Source: an optimization exercise on an open RTL-to-GDS flow (aim: small area, a short achievable clock period and few clock cycles per item). Production flows keep margins and buffers that such runs may drop. Only simulation tests tie the RTL to the original design; equivalence was not proved.

Design bmp_hv, start of the top module:
module bmp_hv #(
    parameter LINEBUF_CAP = 4096
) (
    input  wire         clk,
    input  wire         rst,           
    input  wire         in_valid,
    output wire         in_ready,
    input  wire         mode,          
    input  wire [431:0] hdr,           
    input  wire [63:0]  file_size,
    input  wire [15:0]  payload_len,
    output reg          done,
    output reg  [31:0]  v_width,       
    output reg  [31:0]  v_height,      
    output reg  [33:0]  v_stride,      
    output reg  [1:0]   v_pad,
    output reg  [64:0]  v_datalen,     
    output reg  [4:0]   pass_count,
    output reg  [15:0]  chk_mask,
    output reg  [1:0]   v_valid,       
    output reg  [15:0]  paylen
);
    assign in_ready = 1'b1;
    wire [7:0]  sig0   = hdr[0*8 +: 8];
    wire [7:0]  sig1   = hdr[1*8 +: 8];
    wire [15:0] res1   = hdr[6*8 +: 16];
    wire [31:0] off    = hdr[10*8 +: 32];
    wire [31:0] isize  = hdr[14*8 +: 32];
    wire [31:0] w_in   = hdr[18*8 +: 32];
    wire [31:0] h_in   = hdr[22*8 +: 32];
    wire [15:0] planes = hdr[26*8 +: 16];
    wire [15:0] bpp    = hdr[28*8 +: 16];
    wire [31:0] comp   = hdr[30*8 +: 32];
    wire [31:0] simg   = hdr[34*8 +: 32];
    wire [31:0] used   = hdr[46*8 +: 32];
    wire [31:0] imp    = hdr[50*8 +: 32];
    wire [32:0] e_a = {1'b0, simg};
    wire [32:0] e_b = 33'd54;
    wire [32:0] e_c = ~file_size[32:0];
    wire [32:0] e_s = e_a ^ e_b ^ e_c;
    wire [32:0] e_k = (e_a & e_b) | (e_a & e_c) | (e_b & e_c);
    wire        simg_eq = (&(e_s ^ {e_k[31:0], 1'b0})) && (file_size[63:33] == 31'd0);
    reg         s0_valid;
    reg         s0_mode;
    reg  [31:0] s0_w;
    reg  [31:0] s0_h;
    reg  [63:0] s0_fs;
    reg  [15:0] s0_pl;       
    reg  [9:0]  s0_chk;      
    reg         s0_c10;
    always @(posedge clk) begin
        if (rst) s0_valid <= 1'b0;
        else     s0_valid <= in_valid;
        s0_mode <= mode;
        s0_w    <= w_in;
        s0_h    <= h_in;
        s0_fs   <= file_size;
        s0_pl   <= mode ? 16'd0 : payload_len;
        s0_chk  <= {imp == 32'd0, used == 32'd0, comp == 32'd0, bpp == 16'd24,
                    planes == 16'd1, isize == 32'd40, off == 32'd54, res1 == 16'd0,
                    sig1 == 8'h4D, sig0 == 8'h42};
        s0_c10  <= (simg == 32'd0) || simg_eq;
    end
    wire [31:0] w_raw = s0_w;
  ...
==> flow/config.mk <==
export PLATFORM = sky130hd
export DESIGN_NAME = bmp_hv
export DESIGN_NICKNAME = bmp_hv
export VERILOG_FILES = /design/flow/design.v
export SDC_FILE = /design/flow/constraint.sdc
export NUM_CORES = 4
export LEC_CHECK = 0
export CAP_MARGIN = 20
export CORE_MARGIN = 2
export CORE_UTILIZATION = 50
export CTS_CLUSTER_DIAMETER = 200
export CTS_CLUSTER_SIZE = 24
export PLACE_DENSITY = 0.65
export SLEW_MARGIN = 20
==> flow/constraint.sdc <==
create_clock -name core_clock -period 16.0 [get_ports {clk}]
set_input_delay 3.2000 -clock core_clock [delete_from_list [all_inputs] [get_ports {clk}]]
set_output_delay 3.2000 -clock core_clock [all_outputs]
set_load 0.01 [all_outputs]
standard.sh (not shown) runs the stock make flow with config.mk's settings and CLKGATE_MAP_FILE= SYNTH_SCRIPT=/design/flow/synth_recipe.tcl, a recipe that flattens the netlist after the stock synthesis.
==> flow/flow/run.sh <==
#!/bin/bash
# The standard ORFS layout (the standard.sh, unchanged synthesis), with
#  - the timing repair steps asked to leave a setup margin, so that they
#    optimise the paths towards a shorter period than the 16 ns constraint;
#  - the port buffers made of plain buffers (buf_1, resizable within the buf
#    footprint) instead of the delay buffer the default picks.
set -euo pipefail
bash standard.sh "SETUP_SLACK_MARGIN=${MARGIN:-12.5}" \
  "BUFFER_PORTS_ARGS=-buffer_cell sky130_fd_sc_hd__buf_1" finish > standard.log 2>&1
Testbench counts at the start, summed over its fixed seeds: cycles 3,224, items 3,200.
Then changed:
--- a/flow/flow/run.sh
+++ b/flow/flow/run.sh
@@ -6,4 +6,4 @@
 #    footprint) instead of the delay buffer the default picks.
 set -euo pipefail
-bash standard.sh "SETUP_SLACK_MARGIN=${MARGIN:-12.5}" \
+bash standard.sh "SETUP_SLACK_MARGIN=${MARGIN:-11.5}" \
   "BUFFER_PORTS_ARGS=-buffer_cell sky130_fd_sc_hd__buf_1" finish > standard.log 2>&1
CORE_UTILIZATION = 65   (was 50)
CTS_CLUSTER_DIAMETER = default   (was 200)
CTS_CLUSTER_SIZE = default   (was 24)
PLACE_DENSITY = 0.75   (was 0.65)
Outcome: The new run completed with no timing, DRC or antenna violations; critical path depth rose by 11; synthesized area does not change; routed wire length came out lower by 16%; hold slack improves by 0.0044 ns; sequential share of layout area is higher by 2.6 points; core utilization rose by 11 points; design area shrinks by 10%; non-clock buffer count decreases by 295.
Then changed:
CORE_UTILIZATION = 50   (was 65)
CTS_CLUSTER_DIAMETER = 250   (was default)
CTS_CLUSTER_SIZE = 30   (was default)
PLACE_DENSITY = 0.65   (was 0.75)
=>
- worst setup slack gets better by 0.086 ns
- hold slack gets better by 0.028 ns
- via count shrinks by 3.5%
- global-route usage went down by 8.0 points
- routed wire length rises by 0.88%
- clock skew fell by 0.037 ns
- clock-buffer cell count came out lower by 89
- non-clock buffer count goes up by 1
- critical path depth decreases by 11
Then changed:
CTS_BUF_LIST = sky130_fd_sc_hd__clkbuf_4 sky130_fd_sc_hd__clkbuf_8   (was default)
CTS_CLUSTER_DIAMETER = default   (was 250)
CTS_CLUSTER_SIZE = default   (was 30)
Routed wire length rises by about 2.6%; synthesized cell count stays the same; cell count increases by 3.7%; maximum frequency is lower by about 2%; flip-flop and latch count is unchanged; worst hold slack gets worse by 0.029 ns; setup slack is worse by 0.093 ns; cell area increases by 6.8%.

---

Another version of the RTL of bmp_hv (not shown whole).
Size in the first run: about 930 flip-flops, ~54000 um2 of cells after synthesis.
clock: 16.0 ns
lec_check: 0
cap_margin: 20
core_margin: 2
core_utilization: 50
cts_cluster_diameter: 200
cts_cluster_size: 24
place_density: 0.65
slew_margin: 20
==> flow/flow/run.sh <==
#!/bin/bash
# The standard ORFS layout (the standard.sh, unchanged synthesis), with
#  - the timing repair steps asked to leave a setup margin, so that they
#    optimise the paths towards a shorter period than the 16 ns constraint;
#  - the port buffers made of plain buffers (buf_1, resizable within the buf
#    footprint) instead of the delay buffer the default picks.
set -euo pipefail
bash standard.sh "SETUP_SLACK_MARGIN=${MARGIN:-11.75}" \
  "BUFFER_PORTS_ARGS=-buffer_cell sky130_fd_sc_hd__buf_1" finish > standard.log 2>&1
Testbench counts at the start, summed over its fixed seeds: cycles 3,224, items 3,200.
Edit:
--- a/flow/flow/run.sh
+++ b/flow/flow/run.sh
@@ -8 +8 @@
-bash standard.sh "SETUP_SLACK_MARGIN=${MARGIN:-11.75}" \
+bash standard.sh "SETUP_SLACK_MARGIN=${MARGIN:-11.5}" \
- register-to-register slack degrades by 0.17 ns
- cell count went down by 1.2%
- wire length went down by 2.3%

re-timing with driven ports:
Ports are ideal in the flow. The routed layouts listed here were re-timed in OpenROAD.
Step 1 sets driving cells, clkbuf_16 on the clock port and buf_2 on the other inputs (assumed; they add their load-dependent delay and slew).
Step 2 moves the port delays by t, midway between the first and last clock arrival at a register: inputs arrive t later, outputs are due t later. That takes back most of the time a late clock gives input paths.
Three values: ideal, step 1, step 2; two values: the first two.
run	shift t [ns]	setup WS [ns]	cell pins on the clock port's net
the first run of note 1	0.755	11.609 / 11.538 / 11.015	1
the second run of note 1	0.745	11.452 / 11.452 / 10.822	1
the third run of note 1	0.724	11.538 / 11.466 / 10.930	1
the fourth run of note 1	0.918	11.445 / 11.376 / 10.776	1
the first run of note 2	0.722	11.652 / 11.575 / 11.184	1
the second run of note 2	0.707	11.561 / 11.498 / 10.940	1
After both steps setup and hold are still met in every run listed. For the fourth run of note 1, which loses most, drivers alone change the setup slack by -0.069 ns; drivers and shift together by -0.669 ns.
